Context: an optimization exercise on an open-source flow, tuned for small area, a short achievable clock period and few clock cycles. The choices shown serve that exercise and are no tape-out recipe.
Only simulation tests tie the RTL to the original design; equivalence was not proved.
No activity file was given, so power comes from the tool's default toggle rates.

==> flow/design.v <==
module fpga_disp_next (
  input  wire        rdy,
  input  wire [2:0]  st,
  input  wire        cs,
  input  wire        rst_l,
  input  wire        sclk,
  input  wire        set0,
  input  wire [8:0]  cnt,
  input  wire        aux,
  input  wire        intn,
  input  wire        redraw,
  input  wire        fb_we,
  input  wire [14:0] fb_addr,
  input  wire [7:0]  fb_data,
  output reg         rdy_i,
  output reg  [2:0]  st_i,
  output reg         set0_i,
  output reg  [8:0]  cnt_i,
  output reg         intn_i,
  output reg         redraw_i,
  output reg         we_i,
  output reg  [14:0] addr_i,
  output reg  [7:0]  data_i,
  output wire        stall_b,       
  output reg  [2:0]  st_b,
  output reg  [8:0]  cnt_b,
  output wire        aux_b,
  output reg         intn_b,
  output wire        we_b,
  output wire        cs_fall,       
  output wire        sclk_inc,      
  output wire        sclk_hit,      
  output wire [5:0]  scnt_inc,
  output wire        rst_fall,      
  output wire        rst_rise       
);
  localparam [4:0] C_SKIP = 5'd28,    
                   C_SET0 = 5'd23,    
                   C_SET1 = 5'd31;    
  localparam [14:0] A_TOP = 15'd25308;
  wire [4:0] cls   = fb_addr[4:0];    
  wire [5:0] scnt  = fb_addr[12:7];   
  wire       s_prog  = st == 3'd0;
  wire       s_cmd   = st == 3'd1;
  wire       s_param = st == 3'd2;
  wire       s_scene = st == 3'd3;
  wire       s_line  = st == 3'd4;
  wire       s_data  = st == 3'd5;
  wire       s_fill  = st[2:1] == 2'b11;
  wire [7:0] d = fb_data;             
  wire [7:0] exp_c =
    (cls == 5'd0) ? "D" :
    (cls == 5'd1) ? "a" :
    (cls == 5'd2) ? "t" :
    (cls == 5'd3) ? "e" :
    (cls == 5'd4) ? ":" :
    (cls == 5'd5) ? " " :
    (cls == 5'd6) ? "D" :
    (cls == 5'd7) ? "e" :
    (cls == 5'd8) ? "c" :
    (cls == 5'd9) ? " " :
    (cls == 5'd10) ? "1" :
    (cls == 5'd11) ? "0" :
    (cls == 5'd12) ? " " :
    (cls == 5'd13) ? "2" :
    (cls == 5'd14) ? "0" :
    (cls == 5'd15) ? "1" :
    (cls == 5'd16) ? "4" :
    (cls == 5'd17) ? " " :
    (cls == 5'd18) ? "0" :
    (cls == 5'd19) ? "8" :
    (cls == 5'd20) ? ":" :
    (cls == 5'd21) ? "3" :
    (cls == 5'd22) ? "0" :
    8'h00;
  reg [4:0] cls_n;
  always @(*) begin
    cls_n = cls;
    if (cls < 5'd23) begin
      if (d == 8'h00) cls_n = (cls < 5'd5) ? 5'd0 : C_SET1;
      else if (d == exp_c) cls_n = cls + 5'd1;    
      else cls_n = (cls < 5'd5) ? C_SKIP : C_SET1;
    end else if (cls == C_SKIP && d == 8'h00) begin
      cls_n = 5'd0;
    end
  end
  wire [8:0] cnt_inc = cnt + 9'd1;
  wire       col_end = cnt[7:0] == 8'd172;    
  wire       fresh   = aux && s_data;
  wire [7:0] adj_col = fresh ? ((d < 8'd148) ? d : 8'd0) : s_scene ? 8'd0 : fb_addr[7:0];
  wire [14:0] a_adj  = A_TOP + adj_col + (!fresh && !s_scene);
  always @(*) begin
    rdy_i    = rdy;
    st_i     = st;
    set0_i   = set0;
    cnt_i    = cnt;
    intn_i   = intn;
    redraw_i = redraw;
    we_i     = 1'b0;
    addr_i   = fb_addr;
    data_i   = fb_data;
    if (fb_we || fresh || s_scene)
      addr_i = (col_end || fresh || s_scene) ? a_adj : fb_addr - 15'd148;
    if (s_prog && aux)
      addr_i[4:0] = cls_n;
    if (s_prog && !rdy) begin
      rdy_i        = 1'b1;
      intn_i       = 1'b1;
      cnt_i        = 9'd0;
      addr_i[12:7] = 6'd0;
      addr_i[4:0]  = 5'd0;
    end
    if (s_prog || (s_cmd && aux))
      set0_i = cls == C_SET0;
    if (!rdy && s_cmd) begin
      rdy_i  = 1'b1;
      intn_i = 1'b1;
      if (set0) begin
        if (d == 8'h01) begin st_i = 3'd2; cnt_i = 9'd0; end
        else if (d == 8'h04) st_i = 3'd3;
        else begin intn_i = 1'b0; st_i = 3'd1; end
      end else begin
        if (d == 8'h00) ;
        else if (d == 8'h01) st_i = 3'd4;
        else if (d == 8'h02) begin redraw_i = 1'b1; intn_i = 1'b0; st_i = 3'd1; end
        else begin intn_i = 1'b0; st_i = 3'd1; end
      end
    end
    if (!rdy && s_scene) begin
      intn_i = 1'b0;
      st_i   = 3'd1;
      if (d[7:2] == 6'd0) begin
        st_i     = (d[1:0] == 2'd1) ? 3'd7 : 3'd6;
        redraw_i = 1'b1;
        we_i     = 1'b1;
        data_i   = (d[1:0] == 2'd2) ? 8'h30 : (d[1:0] == 2'd3) ? 8'h0C : 8'h00;
        cnt_i    = 9'd1;
      end else begin
        rdy_i = 1'b1;
      end
    end
    if (s_fill) begin
      we_i = 1'b1;
      if (col_end)
        cnt_i = {(fb_addr[7:0] >= 8'd49) && (fb_addr[7:0] <= 8'd96), 8'd1};
      else
        cnt_i[7:0] = cnt_inc[7:0];
      if (st[0])
        data_i = (cnt[8] && cnt[7:0] >= 8'd62 && cnt[7:0] <= 8'd109) ? 8'hFC : 8'h00;
      if (fb_addr == 15'd295) begin               
        rdy_i = 1'b1;
        st_i  = 3'd1;
      end
    end
  end
  wire trig = cnt[7:0] == 8'd188;
  assign stall_b = cs && (s_cmd || s_scene);
  assign aux_b   = cs && ((s_prog && !cnt[8] && cnt[8:1] != 8'd0) || s_line);
  assign we_b    = cs && s_data && !trig && cnt[7:0] < 8'd172;
  always @(*) begin
    st_b   = st;
    cnt_b  = cnt;
    intn_b = intn;
    if (cs) begin
      case (st)
        3'd0:  if (!cnt[8]) cnt_b = cnt_inc;
        3'd2: begin
          if (cnt[1:0] == 2'd3) begin intn_b = 1'b0; st_b = 3'd1; end
          else cnt_b = cnt_inc;
        end
        3'd4: begin
          cnt_b  = 9'd240;
          st_b   = 3'd5;
          intn_b = 1'b1;
        end
        3'd5: begin
          if (trig) begin
            st_b   = 3'd4;
            intn_b = 1'b0;
          end else begin
            cnt_b = cnt_inc;
          end
        end
        default: ;
      endcase
    end
  end
  assign cs_fall  = cs && !s_prog;
  assign sclk_inc = !sclk && !cs && s_prog;
  assign sclk_hit = sclk_inc && scnt == 6'd19;        
  assign scnt_inc = {scnt[4:0], ~(scnt[5] ^ scnt[4])};
  assign rst_fall = rst_l;
  assign rst_rise = !rst_l;
endmodule
module fpga_disp_ctrl (
  input  wire        clk,
  input  wire        rst,        
  input  wire        ev_valid,
  output wire        ev_ready,
  input  wire [2:0]  ev_type,
  input  wire [7:0]  ev_data,
  output reg         intn,
  output reg         cdone,
  output reg         redraw,
  output reg         fb_we,
  output reg  [14:0] fb_addr,
  output reg  [7:0]  fb_data
);
  reg        rdy;           
  reg [2:0]  st;
  reg        cs, rst_l, sclk;
  reg        set0;          
  reg [8:0]  cnt;
  reg        aux;
  assign ev_ready = rdy;
  wire        rdy_i, set0_i, intn_i, redraw_i, we_i;
  wire [2:0]  st_i, st_b;
  wire [8:0]  cnt_i, cnt_b;
  wire [14:0] addr_i;
  wire [7:0]  data_i;
  wire        stall_b, aux_b, intn_b, we_b;
  wire        cs_fall, sclk_inc, sclk_hit, rst_fall, rst_rise;
  wire [5:0]  scnt_inc;
  fpga_disp_next u_next (
    .rdy(rdy), .st(st), .cs(cs), .rst_l(rst_l), .sclk(sclk), .set0(set0),
    .cnt(cnt), .aux(aux), .intn(intn), .redraw(redraw), .fb_we(fb_we),
    .fb_addr(fb_addr), .fb_data(fb_data),
    .rdy_i(rdy_i), .st_i(st_i), .set0_i(set0_i), .cnt_i(cnt_i), .intn_i(intn_i),
    .redraw_i(redraw_i), .we_i(we_i), .addr_i(addr_i), .data_i(data_i),
    .stall_b(stall_b), .st_b(st_b), .cnt_b(cnt_b), .aux_b(aux_b), .intn_b(intn_b),
    .we_b(we_b),
    .cs_fall(cs_fall), .sclk_inc(sclk_inc), .sclk_hit(sclk_hit), .scnt_inc(scnt_inc),
    .rst_fall(rst_fall), .rst_rise(rst_rise)
  );
  wire acc  = ev_valid && rdy;
  wire b0   = ev_data[0];
  wire e_b  = acc && ev_type == 3'd0;                   
  wire e_c0 = acc && ev_type == 3'd1 && !b0 && cs_fall;  
  wire e_s  = acc && ev_type == 3'd2;                   
  wire e_s1 = e_s && b0 && sclk_inc;                    
  wire e_r  = acc && ev_type == 3'd3;                   
  wire e_r0 = e_r && !b0 && rst_fall;                   
  wire e_r1 = e_r && b0 && rst_rise;                    
  wire e_n  = acc && ev_type == 3'd4;                   
  always @(posedge clk) begin
    if (rst) begin
      rdy    <= 1'b0;           
      st     <= 3'd0;
      cs     <= 1'b0;
      rst_l  <= 1'b0;
      sclk   <= 1'b0;
      cdone  <= 1'b0;
      redraw <= 1'b0;
      fb_we  <= 1'b0;
    end else begin
      rdy    <= !e_r0 && rdy_i && !(e_b && stall_b);
      st     <= e_r0 ? 3'd0 :
                (e_c0 || (e_s1 && sclk_hit)) ? 3'd1 :
                e_b ? st_b : st_i;
      if (acc && ev_type == 3'd1) cs <= b0;
      if (e_r) rst_l <= b0;
      if (e_s) sclk <= b0;
      cdone  <= (e_s1 && sclk_hit) ? 1'b1 : e_r1 ? 1'b0 : cdone;
      redraw <= e_n ? 1'b0 : redraw_i;
      fb_we  <= e_b ? we_b : we_i;
    end
    cnt    <= e_b ? cnt_b : cnt_i;
    aux    <= (e_b && aux_b) || (e_s1 && sclk_hit);
    intn   <= (e_c0 || (e_s1 && sclk_hit)) ? 1'b0 : e_b ? intn_b : intn_i;
    set0   <= set0_i;
    fb_data <= rdy ? ev_data : data_i;
    fb_addr[14:13] <= addr_i[14:13];
    fb_addr[12:7]  <= e_s1 ? scnt_inc : addr_i[12:7];
    fb_addr[6:0]   <= addr_i[6:0];
  end
endmodule
clock: 8.0 ns
lec_check: 0
abc_area: 1
cap_margin: 20
core_margin: 2
core_utilization: 40
cts_buf_list: sky130_fd_sc_hd__clkbuf_8
setup_slack_margin: 5
slew_margin: 20
synth_hierarchical: 1
synth_minimum_keep_size: 0
standard.sh (not shown) runs the stock make flow with config.mk's settings and CLKGATE_MAP_FILE= SYNTH_SCRIPT=/design/flow/synth_recipe.tcl, a recipe that flattens the netlist after the stock synthesis.
==> flow/flow/run.sh <==
#!/bin/bash
# Layout flow: the standard ORFS flow (standard.sh: ORFS synthesis with
# synth_recipe.tcl, floorplan, power grid, tap cells, placement, CTS, routing),
# with these changes, all passed to make as VAR=value:
#  - synthesis runs synth_recipe.tcl through flow/synth_abc.tcl, which only
#    swaps ABC's mapping script for flow/area.abc (an area-oriented mapping;
#    the flip-flops are mapped before ABC and stay as synth_recipe.tcl maps them);
#  - ADDER_MAP_FILE is empty, so adders are left to ABC as plain gates;
#  - the port buffers are plain buffers (buffer_ports -buffer_cell);
#  - any further settings in flow/extra.env, one VAR=value per line.
# make's full output goes to orfs_flow.log here; ORFS writes each step's log
# under orfs/logs/.
set -euo pipefail
here=$(pwd)
export FLOW_SYNTH_TCL="$here/synth_recipe.tcl"
export FLOW_ABC_SCRIPT="$here/flow/area.abc"
extra=("SYNTH_SCRIPT=$here/flow/synth_abc.tcl" "ADDER_MAP_FILE="
       "BUFFER_PORTS_ARGS=-buffer_cell sky130_fd_sc_hd__buf_2")
if [[ -f flow/extra.env ]]; then
  while IFS= read -r line; do
    [[ -z "$line" || "$line" == \#* ]] && continue
    extra+=("$line")
  done < flow/extra.env
fi
bash standard.sh "${extra[@]}" finish > "$here/orfs_flow.log" 2>&1
==> flow/flow/area.abc <==
strash
dch -f
map -a
strash
dch -f
map -a
strash
dch -f
map -D 1600
topo
dnsize
==> flow/flow/extra.env <==
SETUP_SLACK_MARGIN=5.3
BUFFER_PORTS_ARGS=-buffer_cell sky130_fd_sc_hd__buf_1
==> flow/flow/synth_abc.tcl <==
# The standard flow's synthesis script (synth_recipe.tcl, unchanged), with the ABC
# technology-mapping script replaced by the one in FLOW_ABC_SCRIPT. ABC maps
# only the combinational logic; the flip-flops are mapped before it.
proc abc {args} {
  set i [lsearch -exact $args -script]
  if {$i >= 0 && [info exists ::env(FLOW_ABC_SCRIPT)]} {
    lset args [expr {$i + 1}] $::env(FLOW_ABC_SCRIPT)
  }
  yosys abc {*}$args
}
source $::env(FLOW_SYNTH_TCL)
Testbench counts at the start, summed over its fixed seeds: cycles 661,407.
Next try:
==> flow/flow/area.abc (replaced) <==
strash
dch -f
map -a
strash
dch -f
map -a
strash
dch -f
map -D 1500
topo
After rerunning: Combinational power drops by 9.0%; die area drops by 0.31%; wire length decreases by 3.1%; setup slack improved by 44 ps; hold slack gets worse by 14 ps; cell area shrinks by 4.1%; sequential power stays flat; cell count went down by 0.95%; core utilization is lower by 2.0 points; first-iteration DRC count climbs by 42%.
Next try:
==> flow/flow/run.sh (replaced) <==
#!/bin/bash
# Layout flow: the standard ORFS flow (standard.sh: ORFS synthesis with
# synth_recipe.tcl, floorplan, power grid, tap cells, placement, CTS, routing),
# with these changes, all passed to make as VAR=value:
#  - synthesis runs synth_recipe.tcl through flow/synth_abc.tcl, which only
#    swaps ABC's mapping script for flow/area.abc (area-oriented mapping passes,
#    then a last pass with a 1.5 ns delay target); the flip-flops are mapped
#    before ABC and stay as synth_recipe.tcl maps them;
#  - ADDER_MAP_FILE is empty, so adders are left to ABC as plain gates;
#  - the port buffers are plain buf_1 buffers (buffer_ports -buffer_cell)
#    instead of the delay cells buffer_ports picks by default;
#  - timing repair aims at 5.3 ns of setup slack (SETUP_SLACK_MARGIN).
# make's full output goes to orfs_flow.log here; ORFS writes each step's log
# under orfs/logs/.
set -euo pipefail
here=$(pwd)
export FLOW_SYNTH_TCL="$here/synth_recipe.tcl"
export FLOW_ABC_SCRIPT="$here/flow/area.abc"
bash standard.sh "SYNTH_SCRIPT=$here/flow/synth_abc.tcl" "ADDER_MAP_FILE=" \
  "BUFFER_PORTS_ARGS=-buffer_cell sky130_fd_sc_hd__buf_1" \
  "SETUP_SLACK_MARGIN=5.3" finish > "$here/orfs_flow.log" 2>&1
==> flow/flow/area.abc (replaced) <==
strash
dch -f
map -a
strash
dch -f
map -a
strash
dch -f
map -D 1500
topo
dnsize
removed: flow/flow/extra.env
=> Cell area hardly moves; setup slack is better by 5.6 ps; register-to-register slack improved by 30 ps; total power fell by a few percent; maximum frequency is about the same; final cell count stays flat; sequential share of layout area stays flat.
Next try:
==> flow/flow/run.sh (replaced) <==
#!/bin/bash
# Layout flow: the standard ORFS flow (standard.sh: ORFS synthesis with
# synth_recipe.tcl, floorplan, power grid, tap cells, placement, CTS, routing),
# with these changes, all passed to make as VAR=value:
#  - synthesis runs synth_recipe.tcl through flow/synth_abc.tcl, which only
#    swaps ABC's mapping script for flow/area.abc (an area-oriented mapping;
#    the flip-flops are mapped before ABC and stay as synth_recipe.tcl maps them);
#  - ADDER_MAP_FILE is empty, so adders are left to ABC as plain gates;
#  - the port buffers are plain buffers (buffer_ports -buffer_cell);
#  - any further settings in flow/extra.env, one VAR=value per line.
# make's full output goes to orfs_flow.log here; ORFS writes each step's log
# under orfs/logs/.
set -euo pipefail
here=$(pwd)
export FLOW_SYNTH_TCL="$here/synth_recipe.tcl"
export FLOW_ABC_SCRIPT="$here/flow/area.abc"
extra=("SYNTH_SCRIPT=$here/flow/synth_abc.tcl" "ADDER_MAP_FILE="
       "BUFFER_PORTS_ARGS=-buffer_cell sky130_fd_sc_hd__buf_2")
if [[ -f flow/extra.env ]]; then
  while IFS= read -r line; do
    [[ -z "$line" || "$line" == \#* ]] && continue
    extra+=("$line")
  done < flow/extra.env
fi
bash standard.sh "${extra[@]}" finish > "$here/orfs_flow.log" 2>&1
==> flow/flow/extra.env (new file) <==
SETUP_SLACK_MARGIN=5.3
BUFFER_PORTS_ARGS=-buffer_cell sky130_fd_sc_hd__buf_1
CORE_UTILIZATION = 55   (was 40)
Outcome: Synthesized cell count does not change; fmax drops by about 2%; routed wire length hardly moves; register-to-register slack gets worse by 60 ps; global-route usage is higher by 6.8 points; setup slack gets worse by 51 ps.

-- what the ideal ports hide --
Ports are ideal in the flow. The routed layouts listed here were re-timed in OpenROAD.
Step 1, drivers: a clkbuf_16 drives clk and a buf_2 each remaining input, both assumed.
Step 2 adds t to the input delays and takes it off the output delays; t is the mean of the earliest and latest rising clock arrival at the registers after step 1. Input paths then give back, and output paths get back, about the clock's delay inside the block.
Slacks: ideal / step 1 / step 2; pairs: ideal / step 1.
| run | t (ns) | setup slack, ns | latest minus earliest clock arrival (ns) | cell pins on the clock port's net |
|---|---|---|---|---|
| the first run | 0.346 | 5.317 / 5.282 / 5.073 | 0.005 / 0.005 | 1 |
| the second run | 0.336 | 5.362 / 5.330 / 5.076 | 0.009 / 0.008 | 1 |
| the third run | 0.334 | 5.367 / 5.335 / 5.096 | 0.012 / 0.012 | 1 |
| the fourth run | 0.337 | 5.317 / 5.320 / 4.983 | 0.007 / 0.007 | 1 |
After both steps every run listed still meets setup and hold. For the fourth run, which loses most, drivers alone change the setup slack by +0.003 ns; drivers and shift together by -0.334 ns.
